From an optimization exercise on the open Yosys and OpenROAD flow, aimed at a short achievable clock period and few clock cycles; shortcuts taken in it are not production practice. In this exercise RTL edits were held to simulation tests only and were not proved equivalent to the original. Power figures rest on the tool's default switching activity, not on a simulated workload.

==> flow/design.v <==
module iris_core (
    input  wire        clk,
    input  wire        rst,         
    input  wire        cmd_valid,
    output wire        cmd_ready,
    input  wire [39:0] cmd,
    output reg         rsp_valid,
    output reg  [39:0] rsp
);
    localparam [7:0]  TERM     = 8'h01;
    localparam [7:0] ST_OK               = 8'h00;
    localparam [7:0] ST_FULL             = 8'h01;
    localparam [7:0] ST_EMPTY            = 8'h02;
    localparam [7:0] ST_VALID            = 8'h10;
    localparam [7:0] ST_HEADER_NOT_FOUND = 8'h11;
    localparam [7:0] ST_PAYLOAD_INVALID  = 8'h12;
    localparam [7:0] ST_NULL_OR_EMPTY    = 8'h13;
    localparam [7:0] ST_EMPTY_HEADER     = 8'h14;
    localparam [7:0] ST_NO_BUFFER        = 8'h20;
    localparam [7:0] ST_NOT_READY        = 8'h23;
    localparam [7:0] ST_ILLEGAL_CMD      = 8'h22;
    localparam [2:0] FS_START     = 3'd0;
    localparam [2:0] FS_REJECTED  = 3'd1;
    localparam [2:0] FS_NOT_FOUND = 3'd2;
    localparam [2:0] FS_VALID     = 3'd5;
    localparam [2:0] FS_INVALID   = 3'd6;
    localparam [2:0] S_IDLE = 3'd0;
    localparam [2:0] S_SLOW = 3'd1;    
    localparam [2:0] S_MOD2 = 3'd2;    
    localparam [2:0] S_MOD3 = 3'd3;    
    localparam [2:0] S_MOD4 = 3'd4;    
    integer i, j, t, u, nn;
    reg         rb_valid;
    reg [4:0]   capacity;
    reg [3:0]   head;
    reg [3:0]   tail;
    reg [127:0] storage;
    reg         snap_present;
    reg [4:0]   data_len;
    reg [15:0]  n_oh;        
    reg [127:0] snap;
    reg         hdr_present;
    reg [3:0]   hdr_len;
    reg [7:0]   mmask;       
    reg [63:0]  hdr;
    reg [2:0]   fs_state;
    reg [3:0]   lps_len;
    reg         lps_live;    
    reg [23:0]  lps_hold;    
    reg         hp_valid;
    reg [3:0]   header_pos;
    reg [4:0]   out_len;
    reg         out_live;    
    reg [143:0] out_hold;    
    reg [15:0]  olast_oh;    
    reg [127:0] eq;          
    reg [15:0]  tm;          
    reg [63:0]  hh;          
    reg [2:0]   state;
    reg         ready_q;
    reg         ready_o;     
    reg         colpend;     
    reg [2:0]   colt;
    reg         dirty_h;     
    reg         dirty_a;     
    reg [39:0]  cmd_q;       
    reg [31:0]  mres;        
    reg [6:0]   msum;        
    reg [3:0]   rem;         
    assign cmd_ready = ready_o;
    wire [7:0]  abyte = cmd[7:0];
    wire [16:0] l;           
    wire        idx_lt16, idx_lt8, arg_le16, arg_le8, arg_zero;
    wire        is_hwr, is_swr, is_hbind, is_hunb, is_sbind, is_sunb, is_rot;
    wire        legal, fast, create_ok, sbind_ok, hbind_ok, swr_ok, hwr_ok;
    wire        f_lps, f_match, f_sync;
    iris_dec u_dec (
        .cmd(cmd), .l(l), .idx_lt16(idx_lt16), .idx_lt8(idx_lt8),
        .arg_le16(arg_le16), .arg_le8(arg_le8), .arg_zero(arg_zero),
        .is_hwr(is_hwr), .is_swr(is_swr), .is_hbind(is_hbind), .is_hunb(is_hunb),
        .is_sbind(is_sbind), .is_sunb(is_sunb), .is_rot(is_rot),
        .dirty_h(dirty_h), .dirty_a(dirty_a), .legal(legal), .fast(fast),
        .create_ok(create_ok), .sbind_ok(sbind_ok), .hbind_ok(hbind_ok),
        .swr_ok(swr_ok), .hwr_ok(hwr_ok),
        .f_lps(f_lps), .f_match(f_match), .f_sync(f_sync)
    );
    wire l_create = l[0];
    wire l_push   = l[1];
    wire l_pop    = l[2];
    wire l_sbind  = l[3];
    wire l_sunb   = l[4];
    wire l_swr    = l[5];
    wire l_hbind  = l[6];
    wire l_hunb   = l[7];
    wire l_hwr    = l[8];
    wire l_plps   = l[11];
    wire l_pmat   = l[12];
    wire l_rot    = l[13];
    wire l_sync   = l[15];
    wire acc = cmd_valid && ready_q;
    wire [3:0] head_next = ({1'b0, head} + 5'd1 == capacity) ? 4'd0 : head + 4'd1;
    wire [3:0] tail_next = ({1'b0, tail} + 5'd1 == capacity) ? 4'd0 : tail + 4'd1;
    wire       rb_empty  = rb_valid && (head == tail);
    wire       rb_full   = rb_valid && (head_next == tail);
    wire       push_ok   = rb_valid && (head_next != tail);
    wire       pop_ok    = rb_valid && (head != tail);
    wire [7:0] push_st   = !rb_valid ? ST_NO_BUFFER : push_ok ? ST_OK : ST_FULL;
    wire [7:0] pop_st    = !rb_valid ? ST_NO_BUFFER : pop_ok ? ST_OK : ST_EMPTY;
    wire [7:0] pop_rd    = pop_ok ? storage[8*tail +: 8] : 8'd0;
    wire [3:0] m = hdr_len;
    wire [4:0] n = data_len;
    function eqh(input [63:0] h, input integer a, input integer b);
        eqh = (a < b) ? h[a*8+b] : h[b*8+a];
    endfunction
    reg [23:0] lps_c;
    reg        lok;
    integer    ll;
    always @(*) begin
        lps_c = 24'd0;
        for (i = 1; i < 8; i = i + 1) begin
            for (ll = 1; ll <= i; ll = ll + 1) begin
                lok = 1'b1;
                for (t = 0; t < ll; t = t + 1)
                    if (!eqh(hh, t, i - ll + 1 + t))
                        lok = 1'b0;
                if (lok)
                    lps_c[3*i +: 3] = ll[2:0];
            end
        end
    end
    reg [15:0] f_found_c;
    reg [63:0] f_r_c;
    reg [15:0] f_val_c;
    reg [15:0] mt;
    reg [15:0] prior;
    reg [15:0] oh;
    reg [3:0]  rr;
    reg        vv;
    always @(*) begin
        for (nn = 0; nn < 16; nn = nn + 1) begin
            for (i = 0; i < 16; i = i + 1) begin
                mt[i] = (i <= nn);
                for (t = 0; t < 8; t = t + 1)
                    if (mmask[t] && !eq[((i + t) % (nn + 1))*8 + t])
                        mt[i] = 1'b0;
            end
            prior[0] = 1'b0;
            for (i = 1; i < 16; i = i + 1)
                prior[i] = prior[i-1] | mt[i-1];
            oh = mt & ~prior;
            rr = 4'd0;
            vv = 1'b0;
            for (i = 0; i < 16; i = i + 1) begin
                if (oh[i]) rr = rr | i[3:0];
                if (oh[i] && tm[(i + nn) % (nn + 1)]) vv = 1'b1;
            end
            f_found_c[nn]    = (|mt) && (mmask[7:0] & ~((16'd1 << (nn + 1)) - 16'd1)) == 8'd0;
            f_r_c[4*nn +: 4] = rr;
            f_val_c[nn]      = vv;
        end
    end
    reg [23:0] lps_pre;
    reg [15:0] f_found;
    reg [63:0] f_r;
    reg [15:0] f_val;
    always @(posedge clk) begin
        lps_pre <= lps_c;
        f_found <= f_found_c;
        f_r     <= f_r_c;
        f_val   <= f_val_c;
    end
    reg       sel_fnd, sel_val;
    reg [3:0] sel_r;
    always @(*) begin
        sel_fnd = 1'b0;
        sel_val = 1'b0;
        sel_r   = 4'd0;
        for (nn = 0; nn < 16; nn = nn + 1) begin
            sel_fnd = sel_fnd | (n_oh[nn] & f_found[nn]);
            sel_val = sel_val | (n_oh[nn] & f_val[nn]);
            sel_r   = sel_r   | ({4{n_oh[nn]}} & f_r[4*nn +: 4]);
        end
    end
    wire match_null  = !snap_present || !hdr_present || data_len == 5'd0;
    wire match_empty = (hdr_len == 4'd0);
    wire [7:0] match_st = match_null ? ST_NULL_OR_EMPTY :
                          match_empty ? ST_EMPTY_HEADER :
                          !sel_fnd ? ST_HEADER_NOT_FOUND : ST_OK;
    wire [7:0] sync_st  = match_null ? ST_NULL_OR_EMPTY :
                          match_empty ? ST_EMPTY_HEADER :
                          !sel_fnd ? ST_HEADER_NOT_FOUND :
                          sel_val ? ST_VALID : ST_PAYLOAD_INVALID;
    wire       match_hit = !match_null && !match_empty && sel_fnd;
    wire [3:0] match_rd  = match_hit ? sel_r : 4'd0;
    wire       lps_go    = hdr_present && !match_empty;      
    wire [7:0] plps_st   = !hdr_present ? ST_NULL_OR_EMPTY :
                           match_empty ? ST_EMPTY_HEADER : ST_OK;
    wire       rot_null  = !snap_present || data_len == 5'd0;
    reg [287:0] dbl;
    reg [287:0] sh;
    reg [287:0] shr;
    integer sj;
    always @(*) begin
        dbl = 288'd0;
        for (j = 0; j < 32; j = j + 1)
            for (nn = 0; nn < 16; nn = nn + 1) begin
                sj = (j <= nn) ? j : (j - nn - 1) % 16;
                dbl[9*j +: 9] = dbl[9*j +: 9] |
                    ({9{n_oh[nn]}} & {tm[sj], snap[8*sj +: 8]});
            end
        sh = dbl;
        if (sel_r[0]) sh = sh >> 9;
        if (sel_r[1]) sh = sh >> 18;
        if (sel_r[2]) sh = sh >> 36;
        if (sel_r[3]) sh = sh >> 72;
        shr = dbl;
        if (rem[0]) shr = shr >> 9;
        if (rem[1]) shr = shr >> 18;
        if (rem[2]) shr = shr >> 36;
        if (rem[3]) shr = shr >> 72;
    end
    wire [143:0] rot_rot = shr[143:0];
    reg [143:0] rot_cur;
    always @(posedge clk)
        rot_cur <= sh[143:0];
    wire [143:0] out_x = out_live ? rot_cur : out_hold;
    reg  [127:0] out_v;
    reg  [15:0]  out_t;      
    always @(*)
        for (i = 0; i < 16; i = i + 1) begin
            out_v[8*i +: 8] = out_x[9*i +: 8];
            out_t[i]        = out_x[9*i + 8];
        end
    wire [23:0]  lps_v = lps_live ? lps_pre : lps_hold;
    reg  [15:0]  out_ok;     
    reg  [7:0]   lps_ok;     
    always @(*) begin
        for (i = 0; i < 16; i = i + 1)
            out_ok[i] = (out_len > i);
        for (i = 0; i < 8; i = i + 1)
            lps_ok[i] = (lps_len > i);
    end
    reg [179:0] reg_tab;
    always @(*) begin
        reg_tab = 180'd0;
        reg_tab[9*0  +: 9] = {1'b1, 5'd0, rb_full, rb_empty, rb_valid};
        reg_tab[9*1  +: 9] = {1'b1, 3'd0, capacity};
        reg_tab[9*2  +: 9] = {1'b1, 4'd0, head};
        reg_tab[9*3  +: 9] = {1'b1, 4'd0, tail};
        reg_tab[9*4  +: 9] = {1'b1, 7'd0, snap_present};
        reg_tab[9*5  +: 9] = {1'b1, 3'd0, data_len};
        reg_tab[9*6  +: 9] = {1'b1, 7'd0, hdr_present};
        reg_tab[9*7  +: 9] = {1'b1, 4'd0, hdr_len};
        reg_tab[9*8  +: 9] = {1'b1, 4'd0, lps_len};
        reg_tab[9*9  +: 9] = {1'b1, 7'd0, hp_valid};
        reg_tab[9*10 +: 9] = {1'b1, 4'd0, header_pos};
        reg_tab[9*11 +: 9] = {1'b1, 3'd0, out_len};
        reg_tab[9*12 +: 9] = {1'b1, 5'd0, fs_state};
        reg_tab[9*16 +: 9] = {1'b1, 8'd16};
        reg_tab[9*17 +: 9] = {1'b1, 8'd16};
        reg_tab[9*18 +: 9] = {1'b1, 8'd8};
        reg_tab[9*19 +: 9] = {1'b1, TERM};
    end
    wire [1:0] pfx_c    = (hdr_len >= 4'd3) ? 2'd3 : hdr_len[1:0];
    wire       pfx_ok   = (pfx_c < 2'd1 || out_v[7:0]   == hdr[7:0]) &&
                          (pfx_c < 2'd2 || out_v[15:8]  == hdr[15:8]) &&
                          (pfx_c < 2'd3 || out_v[23:16] == hdr[23:16]);
    wire       term_ok  = |(olast_oh & out_t);
    wire       check_ok = (out_len >= {3'd0, pfx_c}) && pfx_ok && term_ok;
    wire [7:0] val_st   = !hdr_present ? ST_NULL_OR_EMPTY :
                          (hdr_len == 4'd0) ? ST_EMPTY_HEADER :
                          (out_len == 5'd0) ? ST_NOT_READY :
                          check_ok ? ST_VALID : ST_PAYLOAD_INVALID;
    function [3:0] nibres(input [3:0] v, input integer k, input integer d);
        integer w, q, x;
        begin
            w = 1 % d;
            for (q = 0; q < k; q = q + 1) w = (w * 16) % d;
            nibres = 4'd0;
            for (x = 0; x < 16; x = x + 1)
                if (v == x) nibres = (x * w) % d;
        end
    endfunction
    function [3:0] smallmod(input [6:0] v, input integer d);
        integer x;
        begin
            smallmod = 4'd0;
            for (x = 0; x < 128; x = x + 1)
                if (v == x) smallmod = x % d;
        end
    endfunction
    reg [31:0] nres;
    always @(*) begin
        nres = 32'd0;
        for (i = 0; i < 8; i = i + 1)
            for (nn = 0; nn < 16; nn = nn + 1)
                nres[4*i +: 4] = nres[4*i +: 4] |
                                 ({4{n_oh[nn]}} & nibres(cmd_q[4*i +: 4], i, nn + 1));
    end
    wire [6:0] msum_c = {3'd0, mres[3:0]}   + {3'd0, mres[7:4]}   +
                        {3'd0, mres[11:8]}  + {3'd0, mres[15:12]} +
                        {3'd0, mres[19:16]} + {3'd0, mres[23:20]} +
                        {3'd0, mres[27:24]} + {3'd0, mres[31:28]};
    reg [3:0] rem_c;
    always @(*) begin
        rem_c = 4'd0;
        for (nn = 0; nn < 16; nn = nn + 1)
            rem_c = rem_c | ({4{n_oh[nn]}} & smallmod(msum, nn + 1));
    end
    wire [16:0] lq;
    wire        q_idx_lt16, q_idx_lt8, q_arg_le16, q_arg_le8, q_arg_zero;
    wire        q_hwr, q_swr, q_hbind, q_hunb, q_sbind, q_sunb, q_rot;
    wire        q_legal, q_fast, q_create_ok, q_sbind_ok, q_hbind_ok, q_swr_ok, q_hwr_ok;
    iris_dec u_decq (
        .cmd(cmd_q), .l(lq), .idx_lt16(q_idx_lt16), .idx_lt8(q_idx_lt8),
        .arg_le16(q_arg_le16), .arg_le8(q_arg_le8), .arg_zero(q_arg_zero),
        .is_hwr(q_hwr), .is_swr(q_swr), .is_hbind(q_hbind), .is_hunb(q_hunb),
        .is_sbind(q_sbind), .is_sunb(q_sunb), .is_rot(q_rot),
        .dirty_h(1'b0), .dirty_a(1'b0), .legal(q_legal), .fast(q_fast),
        .create_ok(q_create_ok), .sbind_ok(q_sbind_ok), .hbind_ok(q_hbind_ok),
        .swr_ok(q_swr_ok), .hwr_ok(q_hwr_ok),
        .f_lps(), .f_match(), .f_sync()
    );
    wire slow_st = (state == S_SLOW);
    wire slow_wait = slow_st && (lq[12] || lq[15]) && dirty_a;
    wire run_lps   = slow_st ? lq[11] : (acc && f_lps);
    wire run_match = slow_st ? ((lq[12] || lq[15]) && !dirty_a) : (acc && f_match);
    wire run_sync  = slow_st ? (lq[15] && !dirty_a) : (acc && f_sync);
    wire rot_start = slow_st && lq[13];
    wire rot_done  = (state == S_MOD4);
    always @(posedge clk) begin
        for (j = 0; j < 16; j = j + 1)
            if (head == j)
                storage[8*j +: 8] <= abyte;
        if (colpend)
            for (j = 0; j < 16; j = j + 1)
                for (t = 0; t < 8; t = t + 1)
                    if (colt == t)
                        eq[j*8+t] <= (snap[8*j +: 8] == hdr[8*t +: 8]);
        if (acc) begin
            for (j = 0; j < 16; j = j + 1) begin
                if (swr_ok && cmd[11:8] == j) begin
                    snap[8*j +: 8] <= abyte;
                    tm[j] <= (abyte == TERM);
                    for (t = 0; t < 8; t = t + 1)
                        eq[j*8+t] <= (abyte == hdr[8*t +: 8]);
                end
            end
            for (t = 0; t < 8; t = t + 1) begin
                if (hwr_ok && cmd[10:8] == t) begin
                    hdr[8*t +: 8] <= abyte;
                    for (u = 0; u < 8; u = u + 1) begin
                        if (u < t) hh[u*8+t] <= (hdr[8*u +: 8] == abyte);
                        if (u > t) hh[t*8+u] <= (hdr[8*u +: 8] == abyte);
                    end
                end
            end
        end
        if (lps_live)
            lps_hold <= lps_pre;
        if (out_live)
            out_hold <= rot_cur;
        if (rot_done)
            out_hold <= rot_rot;
        if (ready_q)
            cmd_q <= cmd;
        mres  <= nres;
        msum  <= msum_c;
        rem   <= rem_c;
    end
    always @(posedge clk) begin
        if (acc && sbind_ok)
            for (nn = 0; nn < 16; nn = nn + 1)
                n_oh[nn] <= (cmd[4:0] == nn + 1);
        if (acc && hbind_ok)
            for (t = 0; t < 8; t = t + 1)
                mmask[t] <= (cmd[3:0] > t);
    end
    wire [7:0] st_c, rd_c;
    iris_rsp u_rsp (
        .cmd(cmd), .push_st(push_st), .pop_st(pop_st), .pop_rd(pop_rd),
        .out_v(out_v), .out_ok(out_ok), .lps_v(lps_v), .lps_ok(lps_ok),
        .reg_tab(reg_tab), .plps_st(plps_st), .match_st(match_st),
        .sync_st(sync_st), .match_rd(match_rd), .val_st(val_st),
        .st(st_c), .rd(rd_c)
    );
    always @(posedge clk) begin
        if (rst) begin
            rb_valid     <= 1'b0;
            capacity     <= 5'd0;
            head         <= 4'd0;
            tail         <= 4'd0;
            snap_present <= 1'b0;
            data_len     <= 5'd0;
            hdr_present  <= 1'b0;
            hdr_len      <= 4'd0;
            fs_state     <= FS_START;
            lps_len      <= 4'd0;
            lps_live     <= 1'b0;
            hp_valid     <= 1'b0;
            header_pos   <= 4'd0;
            out_len      <= 5'd0;
            olast_oh     <= 16'd0;
            out_live     <= 1'b0;
            state        <= S_IDLE;
            ready_q      <= 1'b1;
            ready_o      <= 1'b1;
            colpend      <= 1'b0;
            dirty_h      <= 1'b1;
            dirty_a      <= 1'b1;
            rsp_valid    <= 1'b0;
            rsp          <= 40'd0;
        end else begin
            dirty_h   <= acc && is_hwr;
            dirty_a   <= (acc && (is_hwr || is_swr || is_hbind || is_hunb)) || colpend;
            colpend   <= acc && hwr_ok;
            colt      <= cmd[10:8];
            case (state)
            S_IDLE: begin
                rsp_valid <= acc && fast;
                rsp       <= {st_c, 24'd0, rd_c};
            end
            S_SLOW: begin
                rsp_valid <= !(rot_start && !rot_null) && !slow_wait;
                if (!q_legal)
                    rsp <= {ST_ILLEGAL_CMD, 32'd0};
                else if (lq[11])
                    rsp <= {plps_st, 32'd0};
                else if (lq[15])
                    rsp <= {sync_st, 28'd0, match_rd};
                else if (lq[12])
                    rsp <= {match_st, 28'd0, match_rd};
                else
                    rsp <= {ST_NULL_OR_EMPTY, 32'd0};   
            end
            S_MOD4: begin
                rsp_valid <= 1'b1;
                rsp       <= {ST_OK, 32'd0};
            end
            default: rsp_valid <= 1'b0;
            endcase
            case (state)
            S_IDLE: if (acc && !fast) begin
                ready_q <= 1'b0;
                ready_o <= 1'b0;
                state   <= S_SLOW;
            end
            S_SLOW: begin
                if (rot_start && !rot_null)
                    state <= S_MOD2;
                else if (slow_wait)
                    state <= S_SLOW;
                else begin
                    state   <= S_IDLE;
                    ready_q <= 1'b1; ready_o <= 1'b1;
                end
            end
            S_MOD2: state <= S_MOD3;
            S_MOD3: state <= S_MOD4;
            default: begin
                state   <= S_IDLE;
                ready_q <= 1'b1; ready_o <= 1'b1;
            end
            endcase
            if (acc) begin
                if (l_create) begin
                    head <= 4'd0;
                    tail <= 4'd0;
                    rb_valid <= create_ok;
                    capacity <= create_ok ? cmd[4:0] : 5'd0;
                end
                if (l_push && push_ok)
                    head <= head_next;
                if (l_pop && pop_ok)
                    tail <= tail_next;
                if (sbind_ok) begin
                    snap_present <= 1'b1;
                    data_len     <= cmd[4:0];
                end
                if (l_sunb) begin
                    snap_present <= 1'b0;
                    data_len     <= 5'd0;
                end
                if (hbind_ok) begin
                    hdr_present <= 1'b1;
                    hdr_len     <= cmd[3:0];
                end
                if (l_hunb) begin
                    hdr_present <= 1'b0;
                    hdr_len     <= 4'd0;
                end
            end
            if (rot_start) begin
                out_len  <= 5'd0;
                olast_oh <= 16'd0;
            end
            if (run_lps)
                lps_len <= lps_go ? m : 4'd0;
            if (run_match) begin
                lps_len    <= (match_null || match_empty) ? 4'd0 : m;
                hp_valid   <= match_hit;
                header_pos <= match_rd;
            end
            if (run_sync) begin
                out_len  <= match_hit ? n : 5'd0;
                olast_oh <= match_hit ? n_oh : 16'd0;
                fs_state <= (match_null || match_empty) ? FS_REJECTED :
                            !sel_fnd ? FS_NOT_FOUND :
                            sel_val ? FS_VALID : FS_INVALID;
            end
            if (rot_done) begin
                out_len  <= n;
                olast_oh <= n_oh;
            end
            if ((run_lps || run_match) && lps_go)
                lps_live <= 1'b1;
            else if (acc && is_hwr)
                lps_live <= 1'b0;
            if (run_sync && match_hit)
                out_live <= 1'b1;
            else if ((acc && (is_swr || is_sbind || is_sunb || is_hwr || is_hbind ||
                              is_hunb)) || rot_start)
                out_live <= 1'b0;
        end
    end
endmodule
module iris_dec (
    input  wire [39:0] cmd,
    output wire [16:0] l,
    output wire        idx_lt16,
    output wire        idx_lt8,
    output wire        arg_le16,
    output wire        arg_le8,
    output wire        arg_zero,
    output wire        is_hwr,
    output wire        is_swr,
    output wire        is_hbind,
    output wire        is_hunb,
    output wire        is_sbind,
    output wire        is_sunb,
    output wire        is_rot,
    input  wire        dirty_h,
    input  wire        dirty_a,
    output wire        legal,
    output wire        fast,
    output wire        create_ok,
    output wire        sbind_ok,
    output wire        hbind_ok,
    output wire        swr_ok,
    output wire        hwr_ok,
    output wire        f_lps,
    output wire        f_match,
    output wire        f_sync
);
    wire [7:0]  op  = cmd[39:32];
    wire [31:0] arg = cmd[31:0];
    wire hi_zero, lo_zero, z31_5, z31_4;
    iris_zero #(32) u_z0 (.v(arg),        .z(arg_zero));
    iris_zero #(24) u_z1 (.v(arg[31:8]),  .z(hi_zero));
    iris_zero #(8)  u_z2 (.v(arg[7:0]),   .z(lo_zero));
    iris_zero #(20) u_z3 (.v(arg[31:12]), .z(idx_lt16));
    iris_zero #(21) u_z4 (.v(arg[31:11]), .z(idx_lt8));
    iris_zero #(27) u_z5 (.v(arg[31:5]),  .z(z31_5));
    iris_zero #(28) u_z6 (.v(arg[31:4]),  .z(z31_4));
    assign arg_le16 = z31_5 && !(arg[4] && arg[3:0] != 4'd0);
    assign arg_le8  = z31_4 && !(arg[3] && arg[2:0] != 3'd0);
    assign is_swr   = (op == 8'h12);
    assign is_hwr   = (op == 8'h16);
    assign is_hbind = (op == 8'h14);
    assign is_hunb  = (op == 8'h15);
    assign is_sbind = (op == 8'h10);
    assign is_sunb  = (op == 8'h11);
    assign is_rot   = (op == 8'h22);
    assign l[0]  = (op == 8'h01);                  
    assign l[1]  = (op == 8'h02) && hi_zero;       
    assign l[2]  = (op == 8'h03) && arg_zero;      
    assign l[3]  = is_sbind;                       
    assign l[4]  = is_sunb && arg_zero;            
    assign l[5]  = is_swr;                         
    assign l[6]  = is_hbind;                       
    assign l[7]  = is_hunb && arg_zero;            
    assign l[8]  = is_hwr;                         
    assign l[9]  = (op == 8'h18) && lo_zero;       
    assign l[10] = (op == 8'h19) && lo_zero;       
    assign l[11] = (op == 8'h20) && arg_zero;      
    assign l[12] = (op == 8'h21) && arg_zero;      
    assign l[13] = is_rot;                         
    assign l[14] = (op == 8'h23) && arg_zero;      
    assign l[15] = (op == 8'h24) && arg_zero;      
    assign l[16] = (op == 8'h30) && hi_zero;       
    wire c_n = (op == 8'h03) || (op == 8'h11) || (op == 8'h15) || (op == 8'h20) ||
               (op == 8'h21) || (op == 8'h23) || (op == 8'h24);
    wire c_b = (op == 8'h02) || (op == 8'h30);
    wire c_i = (op == 8'h18) || (op == 8'h19);
    wire c_f = (op == 8'h01) || (op == 8'h10) || (op == 8'h12) || (op == 8'h14) ||
               (op == 8'h16) || (op == 8'h22);
    assign legal = c_f || (c_n && arg_zero) || (c_b && hi_zero) || (c_i && lo_zero);
    wire slow_op = is_rot || ((op == 8'h20) && dirty_h) ||
                   (((op == 8'h21) || (op == 8'h24)) && dirty_a);
    assign fast = legal && !slow_op;
    assign create_ok = (op == 8'h01) && !arg_zero && arg_le16;
    assign sbind_ok  = is_sbind && arg_le16;
    assign hbind_ok  = is_hbind && arg_le8;
    assign swr_ok    = is_swr && idx_lt16;
    assign hwr_ok    = is_hwr && idx_lt8;
    assign f_lps     = l[11] && !dirty_h;
    assign f_match   = (l[12] || l[15]) && !dirty_a;
    assign f_sync    = l[15] && !dirty_a;
endmodule
module iris_rsp (
    input  wire [39:0]  cmd,
    input  wire [7:0]   push_st,
    input  wire [7:0]   pop_st,
    input  wire [7:0]   pop_rd,
    input  wire [127:0] out_v,
    input  wire [15:0]  out_ok,
    input  wire [23:0]  lps_v,
    input  wire [7:0]   lps_ok,
    input  wire [179:0] reg_tab,
    input  wire [7:0]   plps_st,
    input  wire [7:0]   match_st,
    input  wire [7:0]   sync_st,
    input  wire [3:0]   match_rd,
    input  wire [7:0]   val_st,
    output wire [7:0]   st,
    output wire [7:0]   rd
);
    localparam [7:0] ST_OK               = 8'h00;
    localparam [7:0] ST_ALLOC_FAIL       = 8'h03;
    localparam [7:0] ST_BAD_ARG          = 8'h21;
    wire [5:0]  o   = cmd[37:32];
    wire [31:0] arg = cmd[31:0];
    wire [3:0]  ix  = cmd[11:8];
    wire [7:0]  ab  = cmd[7:0];
    wire s_create = (o == 6'h01);
    wire s_push   = (o == 6'h02);
    wire s_pop    = (o == 6'h03);
    wire s_sbind  = (o == 6'h10);
    wire s_swr    = (o == 6'h12);
    wire s_hbind  = (o == 6'h14);
    wire s_hwr    = (o == 6'h16);
    wire s_ord    = (o == 6'h18);
    wire s_lrd    = (o == 6'h19);
    wire s_plps   = (o == 6'h20);
    wire s_pmat   = (o == 6'h21);
    wire s_val    = (o == 6'h23);
    wire s_sync   = (o == 6'h24);
    wire s_rrd    = (o == 6'h30);
    wire idx_lt16, idx_lt8, z31_5, z31_4, arg_zero;
    iris_zero #(32) u_z0 (.v(arg),        .z(arg_zero));
    iris_zero #(20) u_z3 (.v(arg[31:12]), .z(idx_lt16));
    iris_zero #(21) u_z4 (.v(arg[31:11]), .z(idx_lt8));
    iris_zero #(27) u_z5 (.v(arg[31:5]),  .z(z31_5));
    iris_zero #(28) u_z6 (.v(arg[31:4]),  .z(z31_4));
    wire arg_le16 = z31_5 && !(arg[4] && arg[3:0] != 4'd0);
    wire arg_le8  = z31_4 && !(arg[3] && arg[2:0] != 3'd0);
    wire       ord_ok = idx_lt16 && out_ok[ix];
    wire       lrd_ok = idx_lt8 && lps_ok[ix[2:0]];
    wire       rr_in  = (ab[7:5] == 3'd0) && (ab[4:0] < 5'd20);
    wire [8:0] rr_sel = rr_in ? reg_tab[9*ab[4:0] +: 9] : 9'd0;
    assign st = ({8{s_create}} & ((arg_zero || !arg_le16) ? ST_ALLOC_FAIL : ST_OK)) |
                ({8{s_push}}   & push_st) |
                ({8{s_pop}}    & pop_st) |
                ({8{s_sbind}}  & (arg_le16 ? ST_OK : ST_BAD_ARG)) |
                ({8{s_swr}}    & (idx_lt16 ? ST_OK : ST_BAD_ARG)) |
                ({8{s_hbind}}  & (arg_le8 ? ST_OK : ST_BAD_ARG)) |
                ({8{s_hwr}}    & (idx_lt8 ? ST_OK : ST_BAD_ARG)) |
                ({8{s_ord}}    & (ord_ok ? ST_OK : ST_BAD_ARG)) |
                ({8{s_lrd}}    & (lrd_ok ? ST_OK : ST_BAD_ARG)) |
                ({8{s_rrd}}    & (rr_sel[8] ? ST_OK : ST_BAD_ARG)) |
                ({8{s_plps}}   & plps_st) |
                ({8{s_pmat}}   & match_st) |
                ({8{s_sync}}   & sync_st) |
                ({8{s_val}}    & val_st);
    assign rd = ({8{s_pop}}            & pop_rd) |
                ({8{s_ord && ord_ok}}  & out_v[8*ix +: 8]) |
                ({8{s_lrd && lrd_ok}}  & {5'd0, lps_v[3*ix[2:0] +: 3]}) |
                ({8{s_rrd}}            & rr_sel[7:0]) |
                ({8{s_pmat || s_sync}} & {4'd0, match_rd});
endmodule
module iris_zero #(parameter W = 32) (
    input  wire [W-1:0] v,
    output wire         z
);
    assign z = ~|v;
endmodule
==> flow/flow/run.sh <==
#!/bin/bash
# The standard layout, with timing repair aiming well below the design's
# clock period (slack margin), so that the achieved period is short.
set -euo pipefail
bash standard.sh SETUP_SLACK_MARGIN=6.7 finish > standard_flow.log 2>&1
==> flow/standard.sh <==
#!/bin/bash
# synth_recipe.tcl (not shown) runs the flow's synth.tcl, then flattens the netlist and writes it again
# the make line also repeats each setting of config.mk as NAME=value (left out here)
make -C /OpenROAD-flow-scripts/flow DESIGN_CONFIG=/design/flow/config.mk WORK_HOME=/design/flow/orfs CLKGATE_MAP_FILE= SYNTH_SCRIPT=/design/flow/synth_recipe.tcl "${@:-finish}"
==> flow/config.mk <==
export PLATFORM = sky130hd
export DESIGN_NAME = iris_core
export DESIGN_NICKNAME = iris_core
export VERILOG_FILES = /design/flow/design.v
export SDC_FILE = /design/flow/constraint.sdc
export NUM_CORES = 4
export LEC_CHECK = 0
export ABC_CLOCK_PERIOD_IN_PS = 100
export CAP_MARGIN = 20
export CELL_PAD_IN_SITES_DETAIL_PLACEMENT = 1
export CELL_PAD_IN_SITES_GLOBAL_PLACEMENT = 1
export CORE_MARGIN = 2
export CORE_UTILIZATION = 35
export PLACE_DENSITY = 0.55
export SLEW_MARGIN = 20
export SYNTH_HIERARCHICAL = 1
==> flow/constraint.sdc <==
create_clock -name core_clock -period 10.0 [get_ports {clk}]
set_input_delay 2.0000 -clock core_clock [delete_from_list [all_inputs] [get_ports {clk}]]
set_output_delay 2.0000 -clock core_clock [all_outputs]
set_load 0.01 [all_outputs]
==> notes.md <==
[report_power, final]
group / switching, mW / leakage (nW) / internal, mW
registers: 0.185 / 9.45 / 4.75
logic: 5.52 / 34.9 / 2.70
clock network: 2.38 / 2.46 / 3.35
[registers in the layout (all words and copies together), names as in the netlist, 17 cells and up]
register and cells:
rot_cur 144, hdr 64, f_r 49, snap 128, eq 128, out_hold 144
cmd_q 40, lps_hold 24, storage 128, mres 32, hh 28, lps_pre 17
[worst paths after layout]
| path | start | end | slack [ns] |
|---|---|---|---|
| worst max-delay path | cmd[4] | olast_oh[14] | 5.94 |
| worst min-delay path | hh[1] | lps_pre[3] | 0.39 |
| worst max register to register | n_oh[9] | rot_cur[0] | 6.25 |
| worst min register to register | hh[1] | lps_pre[3] | 0.39 |
[final cells by class]
class                      count  area [um2]
clock inverter                66         833
sequential                  1096       26400
multi-input combinational  10235       78800
inverter                     148         691
timing repair inverter         2        12.5
antenna                       47         118
fill                       33599      164000
clock buffer                 194        4180
tap                         3939        4930
timing repair buffer        1366       16600
[metal layers]
layer	up-vias	wire length [um]	global-route usage
li1	48718	-	-
met1	63177	285000	0.584
met2	9645	299000	0.648
met3	2503	97900	0.156
met4	48	52500	0.274
met5	-	404	0
[repair_timing]
item,4_1_cts,5_1_grt
resized for setup,1529,893
gates cloned,89,41
pin swaps,246,267
endpoints found under the setup margin,882,803
buffers inserted,414,223
[per-stage QoR]
step	cell area [um2]	util	hold slack [ns]	total power, mW
final	133000	0.447	0.387	18.9
after global routing	132000	0.446	0.410	19.2
after CTS	126000	0.423	0.387	18.1
after detailed placement	109000	0.368	0.367	11.7
after global placement	109000	0.368	0.358	11.6
after floorplan	107000	-	0.339	8.98
==> metrics.md <==
| Metric | Value |
|---|---|
| Residual DRC count | `0` |
| WP buf/inv | `4` |
| Slowest-stage cell, CP | `nor4_4` |
| Mapped Avg Cell Area | `8.11 um2` |
| Die Area | `303000 um2` |
| Final TNS setup | `0 ns` |
| Crit-path max cell delay | `0.69 ns` |
| Core area | `297000 um2` |
| Cell count after synthesis | `12882` |
| Crit. End Element | `flop` |
| CP required | `10.78 ns` |
| Final net count | `13075` |
| Gpl congestion | `0.989` |
| Worst path depth | `14` |
| Post-Syn Area | `104000 um2` |
| Initial Utilization | `0.352` |
| Clock Pin Slew Worst Setup and Hold Paths | `0.06 ns` |
| Top Ports | `85` |
| Crit Path Class | `primary input to flop` |
| Post-cts hold buffer count | `0` |
| Slew headroom | `0.0535` |
| Worst-Skew Late Latency | `0.89 ns` |
| Fmax achieved | `246 MHz` |
| CTS tree | `done` |
| Drt total wl | `735000 um` |
| Ys Warns | `7` |
| Vias | `124091` |
| Hold Path Class | `flop to flop` |
| Vias in the first global route | `118530` |
| Most frequent cells in the layout | `1171 x nand2_1, 1069 x xnor2_1, 979 x a22oi_1` |
| Post-DR vias/cell | `7.26` |
| # rows | `200` |
| Slew @ Worst Pin | `1.41 ns` |
| Antenna-violating nets left | `0` |
| I/O Buffers | `60` |
| Remaining global-route overflow | `0` |
| First-pass GRT wire length | `982000 um` |
| Crit path cell chain | `buf_16 -> buf_12 -> nor4_4 -> nand4_1 -> nor2_4 -> buf_12 -> nand3_4 -> nor3_4 -> a31oi_4 -> or2_4 -> buf_12 -> nand2_8 -> a22oi_2 -> nor2_1` |
| Hold Fails Final Rpt | `0` |
| Iteration-0 DRC Markers | `18987` |
| Final Setup Violations | `0` |
| Dpl ws | `3.96 ns` |
| Worst setup margin | `5.94 ns` |
| Dpl cells | `16018` |
| Final period util | `0.406` |
| Initial antenna violation count | `81` |
| Worst-case clock buffer depth | `4` |
| Pwr dens | `143 nW/um2` |
| Hold Path Depth | `0` |
| Setup crit start kind | `primary input` |
| 1st-pass router iterations | `10` |
| Die width | `550 um` |
| H-tree Lvls | `4` |
| Final Instance Count excl. Fillers | `17093` |
| Root Driver | `clkbuf_16` |
| Number of clock buffers inserted by TritonCTS | `146` |
| Largest net degree at the start of global routing | `69` |
| Clk_skew | `0.0764 ns` |
| Hpwl dp | `456000 um` |
| Syn-to-layout area delta | `26.9%` |
| Tmin final | `4.06 ns` |
| CP Max Fanout | `5` |
| Per-cell routed wire length | `43.0 um` |
| Reg2reg path depth | `11` |
| Top cell by count, worst path | `buf_12` |
| RSZ-0062 raised after global routing | `yes` |
| Slew Limit Fails | `0` |
| GRT Total Usage | `0.453` |
| Fraction of layout cells with a size suffix above 1 | `0.259` |
| Max-cap violation count | `0` |
| Most common cell after layout, fill and taps aside | `nand2_1` |
| Clk sink count | `1096` |
| Leak Pwr | `46.8 nW` |
| Outcome | `no timing/DRC/antenna violations` |
| Worst EP arrival | `4.84 ns` |
| DIE HEIGHT | `550 um` |
| Family with the most delay on the worst path | `simple AND/OR/NAND/NOR gates` |
| Peak VDD IR | `164 uV` |
Testbench counts, summed over its fixed seeds: cycles 9,594.

==> separate check: timing with driven ports <==
In the flow no input, the clock included, has a driving cell. The finished layout below was timed again as built, in two steps. Step 1 sets driving cells, clkbuf_16 on the clock port and buf_2 on the other inputs (assumed; they add their load-dependent delay and slew). Step 2 also shifts input and output timing later by t, the mid clock arrival at the registers, as if the neighbouring blocks saw the same clock. Three values: ideal, step 1, step 2; two values: the first two.
shift t [ns]: 0.963
slack for setup (ns): 5.942 / 5.961 / 4.998
worst setup path after step 2: input to register
cell pins on the clock port's net: 1
After both steps setup and hold are still met in this run. The setup slack of this run moves by +0.019 ns with the drivers and by -0.944 ns with both steps.
